What follows belongs to an exercise in optimizing a design on an open flow for small area and a short achievable clock period; a production flow would make more cautious choices. At most, simulation tests tie the RTL to the original design; equivalence was not proved.

// dccap_fa
module dccap_fa (
    input  wire        clk,
    input  wire        rst,          
    input  wire        tick,         
    input  wire        cmd_we,
    input  wire [31:0] cmd_wdata,
    input  wire [2:0]  rd_addr,
    output reg  [31:0] rd_data,
    output wire        busy,         
    output wire        bus_req,
    output wire        bus_rd,
    output wire [1:0]  bus_len,
    output wire [23:0] bus_wdata,
    input  wire        bus_ack,
    input  wire        bus_ok,
    input  wire [15:0] bus_rdata,
    output wire        out_a,
    output wire        out_b,
    output wire        out_pwm
);
    wire [3:0]  op = cmd_wdata[31:28];
    wire [3:0]  z  = cmd_wdata[27:24];
    wire [7:0]  a  = cmd_wdata[23:16];
    wire [15:0] d  = cmd_wdata[15:0];
    reg legal_fr, legal_act;
    always @(*) begin
        legal_fr  = 1'b0;
        legal_act = 1'b0;
        if (z == 4'd0) begin
            case (op)
                4'h1:             legal_fr  = 1'b1;
  ...
==> flow/config.mk <==
export PLATFORM = sky130hd
export DESIGN_NAME = dccap_fa
export DESIGN_NICKNAME = dccap_fa
export VERILOG_FILES = /design/flow/design.v
export SDC_FILE = /design/flow/constraint.sdc
export NUM_CORES = 4
export LEC_CHECK = 0
export ABC_AREA = 1
export CAP_MARGIN = 20
export CORE_MARGIN = 2
export CORE_UTILIZATION = 40
export CTS_BUF_LIST = sky130_fd_sc_hd__clkbuf_8
export CTS_CLUSTER_SIZE = 10
export SLEW_MARGIN = 20
==> flow/constraint.sdc <==
create_clock -name core_clock -period 125.0 [get_ports {clk}]
set_input_delay 25.0000 -clock core_clock [delete_from_list [all_inputs] [get_ports {clk}]]
set_output_delay 25.0000 -clock core_clock [all_outputs]
set_load 0.01 [all_outputs]
standard.sh (not shown) runs the stock make flow with config.mk's settings and CLKGATE_MAP_FILE= SYNTH_SCRIPT=/design/flow/synth_recipe.tcl, a recipe that flattens the netlist after the stock synthesis.
==> flow/flow/run.sh <==
#!/bin/bash
# The standard layout (the standard.sh: ORFS synthesis to final
# layout) with two changes: every port is buffered by a plain buffer
# cell instead of the default choice (a delay buffer), and the clock tree
# is built without dummy balancing loads.
set -euo pipefail
export BUFFER_PORTS_ARGS="-buffer_cell sky130_fd_sc_hd__buf_1"
export CTS_ARGS="-sink_clustering_enable -repair_clock_nets -buf_list sky130_fd_sc_hd__clkbuf_8 -dont_use_dummy_load"
bash standard.sh finish > standard_flow.log 2>&1
Next try:
--- a/flow/design.v
+++ b/flow/design.v
@@ -292,81 +292,75 @@
     reg  [18:K] dv_r;            
     reg  [15:K] dv_q;            
     wire [18:0] r2 [K:0];
     wire [15:0] q2;
     assign r2[K] = {dv_r, NUM[K-1:0]};
     assign q2[15:K] = dv_q;
     generate
         for (k = K - 1; k >= 0; k = k - 1) begin : g_s2
             assign {q2[k], r2[k]} = dstage(r2[k+1], d2, k, (LA >> k) & 1);
         end
     endgenerate
     reg [6:0]  duty;
-    reg [6:0]  duty_act;     
+    reg [9:0]  ccr_act;      
     reg        ccr_upd;
-    reg [3:0]  pwm_lo;       
-    reg [6:0]  pwm_hi;
+    reg [9:0]  pwm_cnt;
     reg [23:0] tog_hz;
     reg [15:0] tog_cnt;
     reg        pending;
     reg [1:0]  hb_phase;
     reg        hb_target;    
     reg [10:0] hb_dt;
     assign d2 = tog_hz[18:0];
     wire hz_lt8  = ~|tog_hz[23:3];
     wire hz_zero = hz_lt8 & ~|tog_hz[2:0];
     wire tog_run = ~hz_zero;
     wire hz_big  = lt24(24'd500000, tog_hz);
     wire [15:0] reload = hz_lt8 ? {16{~hz_zero}} :
                          hz_big ? 16'd1 : q2;
-    wire pwm_wrap = (pwm_hi == 7'd99) && (pwm_lo == 4'd9);
-    assign out_pwm = lt24({17'd0, pwm_hi}, {17'd0, duty_act}) &&
-                     !(duty_act[6] && duty_act[5] && duty_act[2] && pwm_wrap);
+    wire [9:0] ccr_next = ccr_of(duty);      
+    wire pwm_wrap = (pwm_cnt == 10'd999);
+    assign out_pwm = lt24({14'd0, pwm_cnt}, {14'd0, ccr_act});
     wire [15:0] tog_inc   = inc16(tog_cnt);
     wire        tog_event = tog_run && (tog_inc == reload);
     wire        hz_load   = set_hz && (hz_arg != 24'd0);
     always @(posedge clk) begin
         if (hz_load) begin
             dv_r <= r1[K][18:K];
             dv_q <= q1;
         end
     end
     always @(posedge clk) begin
         if (rst) begin
             duty      <= 7'd0;
-            duty_act  <= 7'd0;
+            ccr_act   <= 10'd0;
             ccr_upd   <= 1'b0;
-            pwm_lo    <= 4'd0;
-            pwm_hi    <= 7'd0;
+            pwm_cnt   <= 10'd0;
             tog_hz    <= 24'd0;
             pending   <= 1'b0;
             out_a     <= 1'b0;
             out_b     <= 1'b0;
             hb_phase  <= HB_IDLE;
         end else begin
             if (tick) begin
                 if (tog_event)
                     pending <= 1'b1;
                 if (pwm_wrap) begin
-                    pwm_lo <= 4'd0;
-                    pwm_hi <= 7'd0;
+                    pwm_cnt <= 10'd0;
                     if (ccr_upd) begin
-                        duty_act <= duty;
-                        ccr_upd  <= 1'b0;
+                        ccr_act <= ccr_next;
+                        ccr_upd <= 1'b0;
                     end
-                end else if (pwm_lo == 4'd9) begin
-                    pwm_lo <= 4'd0;
-                    pwm_hi <= inc16({9'd0, pwm_hi});
                 end else begin
-                    pwm_lo <= inc16({12'd0, pwm_lo});
+                    pwm_cnt <= inc16({6'd0, pwm_cnt});
                 end
             end
             case (hb_phase)
                 HB_IDLE: begin
                     if (pending) hb_phase <= HB_CLAIM;
                 end
                 HB_CLAIM: begin
                     pending   <= 1'b0;
                     out_a     <= 1'b0;
                     out_b     <= 1'b0;
                     hb_phase  <= HB_DEADTIME;
                 end
@@ -394,26 +388,26 @@
         if (hb_phase == HB_CLAIM) begin
             hb_dt     <= 11'd0;
             hb_target <= out_a;
         end else if (tick && hb_phase == HB_DEADTIME && hb_dt != 11'd2000) begin
             hb_dt <= inc16({5'd0, hb_dt});
         end
     end
     wire [1:0] dir  = {out_b, out_a};
     wire [1:0] view = pending ? 2'd1 : (hb_phase != HB_IDLE) ? 2'd2 : 2'd0;
     assign act_status    = {6'd0, view, 1'b0, duty, 7'd0, out_pwm, dir, hb_phase, tog_run, pending, out_b, out_a};
     assign toggle_hz     = {8'd0, tog_hz};
     assign toggle_reload = {16'd0, reload};
-    assign pwm_ccr       = {22'd0, ccr_of(duty_act)};
-    assign pwm_ccr_next  = {ccr_upd, 21'd0, ccr_of(duty)};
+    assign pwm_ccr       = {22'd0, ccr_act};
+    assign pwm_ccr_next  = {ccr_upd, 21'd0, ccr_next};
 endmodule
 module dccap_fa (
     input  wire        clk,
     input  wire        rst,          
     input  wire        tick,         
     input  wire        cmd_we,
     input  wire [31:0] cmd_wdata,
     input  wire [2:0]  rd_addr,
     output reg  [31:0] rd_data,
     output wire        busy,         
     output wire        bus_req,
     output wire        bus_rd,
The new run passed the timing, DRC and antenna checks.
Worst hold slack improves by 0.010 ns.
Count of clock-buffer cells in the layout stays the same.
Register-to-register slack is worse by 0.47 ns.
Design area grows by a few percent.
Die area climbs by a few percent.
Global-route usage climbs by 1.3 points.
For the second run of this note, only the layout was checked, not whether the RTL still works.

-- afterwards: timing with drivers on the ports --
The results above use ideal ports. As a check the final layouts listed here were re-extracted and re-timed, cells and wires unchanged. Step 1 sets driving cells, clkbuf_16 on the clock port and buf_2 on the other inputs (assumed; they add their load-dependent delay and slew). Step 2 adds t to the input delays and takes it off the output delays; t is the mean of the earliest and latest rising clock arrival at the registers after step 1. Input paths then give back, and output paths get back, about the clock's delay inside the block. a / b / c = no drivers / after step 1 / after step 2; a / b = the first two.
run	t (ns)	setup slack, ns	worst setup path after step 2	worst data-port slew with drivers (ns)
the first run	0.512	72.379 / 72.331 / 72.331	input to output	0.05
the second run	0.534	72.072 / 72.025 / 72.559	register to output	0.05
After both steps every run listed still meets setup and hold. For the first run, which loses most, drivers alone change the setup slack by -0.048 ns; drivers and shift together by -0.048 ns.
